This is an optimization exercise on Yosys and OpenROAD, whose aim is small area and few clock cycles, not a production implementation.
The RTL was checked by simulation tests, not by an equivalence proof against the original design.
Power and IR drop assume default switching activity.

File: design/flow/design.v
module mb_crc16 (
    input  wire [15:0] crc_in,
    input  wire [7:0]  data,
    output reg  [15:0] crc_out
);
    integer i;
    always @* begin
        crc_out = crc_in ^ {8'h00, data};
        for (i = 0; i < 8; i = i + 1) begin
            if (crc_out[0])
                crc_out = (crc_out >> 1) ^ 16'hA001;
            else
                crc_out = crc_out >> 1;
        end
    end
endmodule
module mb_encoder (
    input  wire        clk,
    input  wire        rst,
    input  wire        req_valid,
    output wire        req_ready,
    input  wire        req_kind,       
    input  wire [15:0] req_tid,
    input  wire [7:0]  req_unit,
    input  wire [7:0]  req_fc,
    input  wire [15:0] req_addr,
    input  wire [15:0] req_qty,
    input  wire [15:0] req_value,
    input  wire        wd_valid,
    output wire        wd_ready,
    input  wire [7:0]  wd_byte,
    output wire        tx_valid,
    input  wire        tx_ready,
    output reg  [7:0]  tx_byte,
    output wire        tx_last,
    output wire        tx_err
);
    reg  [3:0]  q;         
    reg  [7:0]  d;         
    reg  [15:0] crc;
    wire [10:0] qm1      = req_qty[10:0] - 11'd1;
    wire        range_ok = ~&req_addr[15:11] || (req_addr[10:0] <= ~qm1);
    wire        qty_nz   = |req_qty;
    wire        qty_coil = qty_nz && ~|req_qty[15:11] && ~&req_qty[10:5]
                           && !(req_qty[10:4] == 7'h7D && |req_qty[3:0]);    
    wire        qty_reg  = qty_nz && ~|req_qty[15:7] && ~&req_qty[6:1];      
    reg         req_ok;
    always @* begin
        case (req_fc)
            8'h01, 8'h0F: req_ok = qty_coil && range_ok;
            8'h03, 8'h10: req_ok = qty_reg && range_ok;
            8'h06:        req_ok = (req_qty == 16'd1);
            default:      req_ok = 1'b0;
        endcase
    end
    wire        is0f     = (req_fc == 8'h0F);
    wire        is10     = (req_fc == 8'h10);
    wire        multi    = is0f || is10;
    wire [7:0]  bcm1     = is10 ? {qm1[6:0], 1'b1} : qm1[10:3];    
    wire [7:0]  bc       = bcm1 + 8'd1;
    wire [8:0]  mbap_len = multi ? ({1'b0, bcm1} + 9'd8) : 9'd6;
    wire [3:0]  e         = (q == 4'd0 && !req_kind) ? 4'd6 : q;
    wire        in_data   = (e == 4'd13);
    wire        last_data = (d == 8'd0);
    wire        crc_lo    = (e == 4'd14);
    wire        crc_hi    = (e == 4'd15);
    wire        body_end  = in_data ? last_data : (e == 4'd11 && !multi);
    wire [2:0] qr      = req_qty[2:0];
    wire       mask_on = is0f && last_data && qr != 3'd0;
    wire [7:0] keep;
    genvar k;
    generate
        for (k = 0; k < 8; k = k + 1) begin : g_keep
            assign keep[k] = !mask_on || (qr > k);
        end
    endgenerate
    wire [15:0] sel  = 16'd1 << e;
    wire        is06 = (req_fc == 8'h06);
    wire [7:0]  body =
          ({8{sel[0]}}  & req_tid[15:8])
        | ({8{sel[1]}}  & req_tid[7:0])
        | ({8{sel[4]}}  & {7'd0, mbap_len[8]})
        | ({8{sel[5]}}  & mbap_len[7:0])
        | ({8{sel[6]}}  & req_unit)
        | ({8{sel[7]}}  & req_fc)
        | ({8{sel[8]}}  & req_addr[15:8])
        | ({8{sel[9]}}  & req_addr[7:0])
        | ({8{sel[10] &  is06}} & req_value[15:8])
        | ({8{sel[10] & !is06}} & req_qty[15:8])
        | ({8{sel[11] &  is06}} & req_value[7:0])
        | ({8{sel[11] & !is06}} & req_qty[7:0])
        | ({8{sel[12]}} & bc)
        | ({8{sel[13]}} & wd_byte & keep)
        | ({8{sel[14] | sel[15]}} & crc[7:0]);
    always @* tx_byte = {8{req_ok}} & body;
    assign tx_err    = !req_ok;
    assign tx_last   = !req_ok || (req_kind ? body_end : crc_hi);
    assign tx_valid  = req_valid && (!in_data || wd_valid);
    assign wd_ready  = in_data && tx_ready;
    assign req_ready = tx_ready && tx_last && (!in_data || wd_valid);
    wire        tx_fire = tx_valid && tx_ready;
    wire [15:0] crc_next;
    mb_crc16 u_crc (.crc_in(crc), .data(tx_byte), .crc_out(crc_next));
    always @(posedge clk) begin
        if (rst) begin
            q   <= 4'd0;
            crc <= 16'hFFFF;
        end else if (tx_fire) begin
            if (tx_last) begin
                q   <= 4'd0;
                crc <= 16'hFFFF;
            end else begin
                if (body_end)
                    q <= 4'd14;
                else if (!in_data)
                    q <= e + 4'd1;
                if (in_data)
                    d <= d - 8'd1;
                else
                    d <= bcm1;
                if (crc_lo)
                    crc[7:0] <= crc[15:8];
                else
                    crc <= crc_next;
            end
        end
    end
endmodule
module mb_decoder (
    input  wire        clk,
    input  wire        rst,
    input  wire        rx_valid,
    output wire        rx_ready,
    input  wire [7:0]  rx_byte,
    input  wire        rx_last,
    input  wire        rx_kind,       
    output wire        pd_valid,
    input  wire        pd_ready,
    output wire [7:0]  pd_byte,
    output wire        dec_valid,
    input  wire        dec_ready,
    output reg  [1:0]  dec_status,    
    output wire [15:0] dec_tid,
    output wire [7:0]  dec_unit,
    output reg  [2:0]  dec_class,     
    output wire [7:0]  dec_fc,
    output wire [15:0] dec_a,
    output wire [15:0] dec_b
);
    localparam ST_OK    = 2'd0;
    localparam ST_TRUNC = 2'd1;
    localparam ST_CRC   = 2'd2;
    localparam ST_MALF  = 2'd3;
    localparam C_INVALID = 3'd0;
    localparam C_EXC     = 3'd1;
    localparam C_REGS    = 3'd2;
    localparam C_COILS   = 3'd3;
    localparam C_WR      = 3'd4;
    reg         rec;           
    reg  [9:0]  cnt;           
    reg         kind;
    reg  [7:0]  prev1, prev2;  
    reg  [15:0] crc;           
    reg  [15:0] tid;           
    reg  [7:0]  unit, fc;      
    reg  [7:0]  a_hi, a_lo;    
    wire [9:0] pos      = rec ? 10'd0 : cnt;
    wire       first    = (pos == 10'd0);
    wire       kind_cur = first ? rx_kind : kind;
    wire       pd_pos   = kind ? (|pos[9:3] || &pos[2:0]) : (|pos[9:2] || &pos[1:0]);
    assign pd_valid = rx_valid && pd_pos;
    assign pd_byte  = kind ? rx_byte : prev2;
    assign rx_ready = rec ? dec_ready : (!pd_pos || pd_ready);
    wire   rx_fire  = rx_valid && rx_ready;
    assign dec_valid = rec;
    wire [15:0] crc_upd;
    mb_crc16 u_crc (.crc_in(first ? 16'hFFFF : crc), .data(rx_byte), .crc_out(crc_upd));
    wire       over = crc[12];     
    wire       hbad = crc[11];     
    wire       lsat = crc[10];     
    wire [9:0] rem  = crc[9:0];    
    wire       hz     = ~|pos[9:4];
    wire [3:0] fpos   = kind_cur ? (pos[3:0] - 4'd6) : pos[3:0];
    wire       fc_wr  = (fc == 8'h06) || (fc == 8'h0F) || (fc == 8'h10);
    always @(posedge clk) begin
        if (rst) begin
            rec  <= 1'b0;
            cnt  <= 10'd0;
        end else begin
            if (rec && dec_ready)
                rec <= 1'b0;
            if (rx_fire) begin
                if (rx_last) begin
                    rec <= 1'b1;
                    cnt <= pos;
                end else begin
                    cnt <= pos + 10'd1;
                end
            end else if (rec && dec_ready) begin
                cnt <= 10'd0;
            end
        end
    end
    always @(posedge clk) begin
        if (rx_fire) begin
            kind  <= kind_cur;
            prev1 <= rx_byte;
            prev2 <= prev1;
            if (!kind_cur) begin
                crc <= crc_upd;
            end else begin
                if (!hz || pos[3:0] > 4'd5) begin
                    if (rem == 10'd0)
                        crc[12] <= 1'b1;
                    else
                        crc[9:0] <= rem - 10'd1;
                end else case (pos[3:0])
                    4'd2: crc[11] <= |rx_byte;
                    4'd3: crc[11] <= hbad | (|rx_byte);
                    4'd4: begin
                        crc[12]   <= 1'b0;
                        crc[10]   <= |rx_byte[7:2];
                        crc[9:8]  <= rx_byte[1:0];
                    end
                    4'd5: begin
                        crc[7:0]  <= rx_byte;
                        crc[11]   <= hbad | (!lsat && rem[9:8] == 2'd0 && rx_byte[7:1] == 7'd0);
                    end
                    default: ;
                endcase
            end
            if (hz && fpos == (kind_cur ? 4'd10 : 4'd4))
                tid[15:8] <= rx_byte;
            if (hz && fpos == (kind_cur ? 4'd11 : 4'd5))
                tid[7:0]  <= rx_byte;
            if (hz) case (fpos)
                4'd0: unit <= rx_byte;
                4'd1: fc   <= rx_byte;
                4'd2: begin
                    a_hi <= fc_wr ? rx_byte : 8'h00;
                    a_lo <= rx_byte;
                end
                4'd3: if (fc_wr) a_lo <= rx_byte;
                default: ;
            endcase
        end
    end
    wire        tcp_lt   = lsat || (rem != 10'd0);    
    wire        tcp_eq   = !over;                        
    wire        m_is2    = (cnt == (kind ? 10'd8 : 10'd4));
    wire        m_is5    = (cnt == (kind ? 10'd11 : 10'd7));
    wire        m_is_bc  = (cnt == {2'b00, a_lo} + (kind ? 10'd8 : 10'd4));
    always @* begin
        if (kind) begin
            if (~|cnt[9:3] && !(cnt[2] && |cnt[1:0]))
                dec_status = ST_TRUNC;
            else if (hbad)
                dec_status = ST_MALF;
            else if (tcp_lt)
                dec_status = ST_TRUNC;
            else if (!tcp_eq)
                dec_status = ST_MALF;
            else
                dec_status = ST_OK;
        end else begin
            if (~|cnt[9:2] && !(&cnt[1:0]))
                dec_status = ST_TRUNC;
            else if (crc != 16'h0000)
                dec_status = ST_CRC;
            else
                dec_status = ST_OK;
        end
    end
    always @* begin
        dec_class = C_INVALID;
        if (fc[7]) begin
            if (m_is2)
                dec_class = C_EXC;
        end else if (fc == 8'h01) begin
            if (m_is_bc)
                dec_class = C_COILS;
        end else if (fc == 8'h03) begin
            if (m_is_bc && !a_lo[0])
                dec_class = C_REGS;
        end else if (fc_wr) begin
            if (m_is5)
                dec_class = C_WR;
        end
    end
    assign dec_tid  = tid;
    assign dec_unit = unit;
    assign dec_fc   = fc;
    assign dec_a    = {a_hi, a_lo};
    assign dec_b    = kind ? {prev2, prev1} : tid;
endmodule
module mbcodec (
    input  wire        clk,
    input  wire        rst,
    input  wire        req_valid,
    output wire        req_ready,
    input  wire        req_kind,
    input  wire [15:0] req_tid,
    input  wire [7:0]  req_unit,
    input  wire [7:0]  req_fc,
    input  wire [15:0] req_addr,
    input  wire [15:0] req_qty,
    input  wire [15:0] req_value,
    input  wire        wd_valid,
    output wire        wd_ready,
    input  wire [7:0]  wd_byte,
    output wire        tx_valid,
    input  wire        tx_ready,
    output wire [7:0]  tx_byte,
    output wire        tx_last,
    output wire        tx_err,
    input  wire        rx_valid,
    output wire        rx_ready,
    input  wire [7:0]  rx_byte,
    input  wire        rx_last,
    input  wire        rx_kind,
    output wire        pd_valid,
    input  wire        pd_ready,
    output wire [7:0]  pd_byte,
    output wire        dec_valid,
    input  wire        dec_ready,
    output wire [1:0]  dec_status,
    output wire [15:0] dec_tid,
    output wire [7:0]  dec_unit,
    output wire [2:0]  dec_class,
    output wire [7:0]  dec_fc,
    output wire [15:0] dec_a,
    output wire [15:0] dec_b
);
    mb_encoder u_enc (
        .clk(clk), .rst(rst),
        .req_valid(req_valid), .req_ready(req_ready), .req_kind(req_kind),
        .req_tid(req_tid), .req_unit(req_unit), .req_fc(req_fc),
        .req_addr(req_addr), .req_qty(req_qty), .req_value(req_value),
        .wd_valid(wd_valid), .wd_ready(wd_ready), .wd_byte(wd_byte),
        .tx_valid(tx_valid), .tx_ready(tx_ready), .tx_byte(tx_byte),
        .tx_last(tx_last), .tx_err(tx_err)
    );
    mb_decoder u_dec (
        .clk(clk), .rst(rst),
        .rx_valid(rx_valid), .rx_ready(rx_ready), .rx_byte(rx_byte),
        .rx_last(rx_last), .rx_kind(rx_kind),
        .pd_valid(pd_valid), .pd_ready(pd_ready), .pd_byte(pd_byte),
        .dec_valid(dec_valid), .dec_ready(dec_ready), .dec_status(dec_status),
        .dec_tid(dec_tid), .dec_unit(dec_unit), .dec_class(dec_class),
        .dec_fc(dec_fc), .dec_a(dec_a), .dec_b(dec_b)
    );
endmodule
File: design/flow/flow/run.sh
#!/bin/bash
# The standard layout (standard.sh) with these changes:
# - synthesis: the standard flow's own synthesis script, but ABC maps for area
#   (flow/area.abc) and adders are left to ABC (no full/half-adder cells);
#   the registers are those of the standard synthesis;
# - the port buffers are the smallest buffer (buf_1), not a delay buffer;
# - clock tree synthesis uses clkbuf_4 (clkbuf_8 at the root) and adds no dummy loads.
set -euo pipefail
cd "$(dirname "$0")/.."
W=$PWD
export FLOW_SYNTH_TCL=$W/synth_recipe.tcl
export AREA_ABC_SCRIPT=$W/flow/area.abc
export BUFFER_PORTS_ARGS="-buffer_cell sky130_fd_sc_hd__buf_1"
export CTS_ARGS="-sink_clustering_enable -repair_clock_nets -dont_use_dummy_load -buf_list sky130_fd_sc_hd__clkbuf_4 -root_buf sky130_fd_sc_hd__clkbuf_8"
sed -e "s|SYNTH_SCRIPT=[^ ]*|SYNTH_SCRIPT=$W/flow/synth_area.tcl ADDER_MAP_FILE=|" standard.sh > area_flow.sh
grep -q "synth_area.tcl ADDER_MAP_FILE=" area_flow.sh
bash area_flow.sh > standard.log 2>&1
File: design/flow/flow/area.abc
strash
&get -n
&fraig -x
&put
scorr
dc2
strash
&get -n
&dch -f
&nf -R 1000 -F 10 -A 10
&st
&dch -f
&nf -R 1000 -F 10 -A 10
&st
&dch -f
&nf -R 1000 -F 10 -A 10
&st
&dch -f
&nf -R 1000 -F 10 -A 10
&put
File: design/flow/flow/synth_area.tcl
# The standard synthesis (synth_recipe.tcl, unchanged), with ABC mapping
# for area: every abc call gets flow/area.abc as its script.
proc abc {args} {
  set i [lsearch -exact $args -script]
  if {$i >= 0} {
    set args [lreplace $args [expr {$i + 1}] [expr {$i + 1}] $::env(AREA_ABC_SCRIPT)]
  }
  yosys abc {*}$args
}
source $::env(FLOW_SYNTH_TCL)
File: design/flow/standard.sh
#!/bin/bash
# synth_recipe.tcl (not shown) runs the flow's synth.tcl, then flattens the netlist and writes it again
# the make line also repeats each setting of config.mk as NAME=value (left out here)
make -C /OpenROAD-flow-scripts/flow DESIGN_CONFIG=/design/flow/config.mk WORK_HOME=/design/flow/orfs CLKGATE_MAP_FILE= SYNTH_SCRIPT=/design/flow/synth_recipe.tcl "${@:-finish}"
File: design/flow/config.mk
export PLATFORM = sky130hd
export DESIGN_NAME = mbcodec
export DESIGN_NICKNAME = mbcodec
export VERILOG_FILES = /design/flow/design.v
export SDC_FILE = /design/flow/constraint.sdc
export NUM_CORES = 4
export LEC_CHECK = 0
export CAP_MARGIN = 20
export CORE_MARGIN = 2
export CORE_UTILIZATION = 70
export GPL_TIMING_DRIVEN = 0
export PLACE_DENSITY = 0.8
export SLEW_MARGIN = 20
File: design/flow/constraint.sdc
create_clock -name core_clock -period 10.0 [get_ports {clk}]
set_input_delay 2.0000 -clock core_clock [delete_from_list [all_inputs] [get_ports {clk}]]
set_output_delay 2.0000 -clock core_clock [all_outputs]
set_load 0.01 [all_outputs]
==> results by group <==
Run status
  • Outcome: finished clean

Critical path
  • Data arrival, critical path: between 6000 and 7000 ps
  • R2R Path Start: u_dec.cnt[9]$_SDFFE_PP0P_
  • CP endpoint kind: primary output
  • Crit-path cells: buf_1, or3_1, nor2_1, nand2_1, nor3_1, nand2b_1, xnor2_1, o22ai_1, a21oi_1, a221oi_1, nor3_1, nor4_1, a41oi_1, a211oi_2, buf_4, clkinv_1, buf_1
  • Reg2reg setup slack: roughly 5100 ps
  • End of the worst register-to-register path: u_dec.tid[3]$_DFFE_PP_
  • Worst reg2reg path depth: 10
  • Crit-path max FO: 11
  • Max stage delay cell, worst path: a211oi_2
  • Req. time, crit path: roughly 8000 ps
  • Worst stage delay on the critical path: ~540 ps
  • Setup CP Type: in2out
  • Crit start category: input pin

Worst hold path
  • WHS Path Cells: 0
  • Worst min-delay path startpoint: u_dec.prev1[4]$_DFFE_PP_
  • Worst hold-check path type: reg2reg
  • Hold path endpoint: u_dec.prev2[4]$_DFFE_PP_

Yosys
  • Mapped Avg Cell Area: 9.31 um^2
  • Cell accounting for the most synthesized area: edfxtp_1
  • Number of synthesized register bits: 120
  • Synth area leaders: edfxtp_1, dfxtp_1, nor2_1, xnor2_1, o21ai_0
  • Syn. warnings: 3
  • Async S/R FF share, synth: 0
  • Yosys top cell area share: 0.368
  • Register area share after synthesis: 0.453
  • Number of flops mapped to enable cells by yosys: 89
  • Syn Inst Count: between 700 and 800
  • Main flop type after synthesis: edfxtp_1
  • Synthesized net count: 887
  • Cell Area, Synth: a little over 7000 um^2
  • Synth cell types: 53

STA
  • Period Utilization, post-route: 0.825
  • Clock Skew: 48.4 ps
  • Fmax: 121 MHz
  • Final Setup Violations: 0
  • RSZ-0062 raised after global routing: false
  • Setup WS post-layout: between 1500 and 2000 ps
  • Period minus WS final: 8250 ps
  • Hold Fails Final Rpt: 0
  • Rel. slew slack: 0.317
  • Tightest Pin Transition: 1020 ps
  • Max Slew Vio Count: 0
  • Setup TNS: 0 ps

Floorplan
  • Core ar.: ~10000 um^2
  • Die Width: about 110 um
  • Die Y: between 100 and 150 um
  • Ports: 200
  • Initial core utilization: 0.713
  • FP Rows: 37
  • Die Area: roughly 11000 um^2

Clock tree
  • H-tree levels: 4
  • Clock sinks: between 100 and 150
  • Cts hold-fix bufs: 0
  • Skew-Pair Late Insertion Delay: 430 ps
  • Total CTS buffers: 17
  • Clk buf depth: 2
  • CTS tree: yes
  • Post-CTS Setup Bufs: 0
  • Post_cts resized: 0
  • Reg clk slew, reported paths: ~100 ps
  • Root buf cell: clkbuf_8

Global routing
  • Gr ovfl total: 0
  • Initial antenna violation count: 0
  • Total GRT Usage: 0.445
  • First-pass GRT wire length: 38300 um
  • Vias in the first global route: around 7400
  • Largest net degree at the start of global routing: 35

Finish
  • Diodes inserted: 0
  • Nets: about 1100
  • Filler cells: approximately 590
  • Area Overhead vs Synth: 15.6%
  • Layout cell share with drive strength beyond 1: 0.0309

Routing
  • Pre-antenna DRT Iters: 10
  • Post-route ant nets: 0
  • Routed vias/inst: 6.99
  • Initial DRC count: 1011
  • # DRC: 0
  • Final WL: 25200 um
  • Vias: around 8000
  • Avg WL per Cell: about 22 um

Pwr
  • VDD IR max: between 90 and 100 uV
  • PD cells: 121 nW/um^2
  • Leakage: 2.81 nW
  • Tot Pwr: a little over 1 mW

Placed design
  • Post-DP HPWL: between 15000 and 20000 um
  • Port bufs: 199
  • Dpl ws: approximately 1800 ps
  • Final GP Congestion: between 1 and 1.5

Job
  • Maximum Capacitance Violations: 0
## area by class of cell
type                    instances  area [um^2]  area share
clock buffers                  17          134      0.0159
flip-flops and latches        120         3290       0.392
repair buffers                205          793      0.0945
well taps                     136          170      0.0203
multi-input cells             640         3930       0.468
inverters                      20         75.1     0.00894
## report_power, final
| group | leakage [nW] | switching, mW | internal [mW] | total [mW] |
|---|---|---|---|---|
| Combinational | 1.64 | 0.126 | 0.0700 | 0.196 |
| Clock | 0.0808 | 0.151 | 0.0830 | 0.234 |
| Sequential | 1.08 | 0.0216 | 0.565 | 0.586 |
## synth_stat cells, drive strengths merged, types with 5 or more instances
cell type,n
nor2b,12
a22oi,9
a32oi,8
or2,5
o21ai,62
xnor2,37
edfxtp,89
mux2,26
nand2,74
nor2,106
a221oi,8
nor3,15
or3,6
nor4,10
nor4b,5
a211oi,6
nand4,7
a31oi,12
nand3,26
and3,8
a21oi,58
xor2,27
o31ai,7
o211ai,6
nand2b,12
and2,16
dfxtp,31
a222oi,14
o22ai,6
clkinv,20
## per-layer routing
layer	vias up	global-route usage	wire length, um
met5	-	0	0
li1	3417	-	-
met3	187	0.0952	2990
met2	750	0.762	12000
met4	0	0.255	1820
met1	3598	0.516	8370
## cells by family (layout without fill, tap and decap cells)
logic type                after synthesis  count (layout)  synth area share
DFF                                   120             120             0.453
AOI/OAI and AO/OA                     231             231             0.206
and+or+nand+nor                       316             316             0.208
muxes                                  29              29            0.0444
buffers and inverters                  20             242            0.0103
xor gates and xnor gates               64              64            0.0772
## per-stage QoR
stage,std cells,cell area (um^2),util,hold WS [ps]
2_1_floorplan,780,7260,-,422
3_3_place_gp,1115,8180,0.803,425
3_5_place_dp,1120,8250,0.810,440
4_1_cts,1137,8390,0.823,450
5_1_grt,1138,8400,0.824,452
6_report,1138,8400,0.824,451
## state kept, by name (all words and copies together), names as in the netlist
| register | cells |
|---|---|
| u_dec.a_lo | 8 |
| u_dec.kind | 1 |
| u_dec.tid | 16 |
| u_dec.fc | 8 |
| u_dec.cnt | 10 |
| u_dec.unit | 8 |
| u_dec.prev2 | 8 |
| u_dec.rec | 1 |
| u_enc.q | 4 |
| u_enc.crc | 16 |
| u_enc.d | 8 |
| u_dec.a_hi | 8 |
| u_dec.prev1 | 8 |
| u_dec.crc | 16 |
## worst max path at each step
stage                          start      end  slack, ps  cells past startpoint
after floorplan           req_qty[0]  tx_last       2550                     14
after global placement    req_qty[1]  tx_last        710                     16
after detailed placement  req_qty[1]  tx_last       1840                     17
after CTS                 req_qty[1]  tx_last       1830                     17
after global routing      req_qty[1]  tx_last       1500                     17
final                     req_qty[1]  tx_last       1750                     17
## cells in the final DEF, fill, tap and decap left out, types with 4 or more instances in the layout
master,instances
a32oi_1,8
nor4_1,9
o21bai_1,4
clkbuf_4,16
xor2_1,27
clkinv_1,20
o21ai_0,62
and2_0,15
a21oi_1,58
o22ai_1,6
or3_1,6
and3_1,8
buf_1,198
xnor2_1,37
or2_0,5
a22oi_1,9
a31oi_1,12
o31ai_1,7
and4_1,4
a222oi_1,14
nand2b_1,12
buf_2,4
a211oi_1,5
nor2b_1,12
nor3b_1,4
mux2_1,26
a211o_1,4
nand4_1,7
o211ai_1,6
nand2_1,74
nor2_1,106
nor3_1,13
a221oi_1,8
dfxtp_1,31
a21o_1,4
nand3_1,26
edfxtp_1,89
## critical path, delay by kind of cell
kind / cells / cell delay, ps
xor gates and xnor gates: 1 / 190
and+or+nand+nor: 7 / 1780
buffers and inverters: 4 / 1070
AOI/OAI and AO/OA: 5 / 1200
Testbench counts, summed over its fixed seeds: cycles 95,853.

[static timing again, ports no longer ideal]
The results above use ideal ports. As a check the final layout listed here was re-extracted and re-timed, cells and wires unchanged.
Step 1 (the two cells are an assumption about what drives the block):
set clk [get_ports {clk}]
set_driving_cell -lib_cell sky130_fd_sc_hd__clkbuf_16 $clk
set_driving_cell -lib_cell sky130_fd_sc_hd__buf_2 [delete_from_list [all_inputs] $clk]
Step 2 also shifts input and output timing later by t, the mid clock arrival at the registers, as if the neighbouring blocks saw the same clock.
Three values: ideal ports, drivers, drivers and shift; two values: the first two.
t, ns: 0.442
setup WS [ns]: 1.752 / 1.731 / 1.731
clock arrival spread, ns: 0.048 / 0.049
After both steps this run still meets setup and hold. The setup slack of this run moves by -0.021 ns with the drivers and by -0.021 ns with both steps.
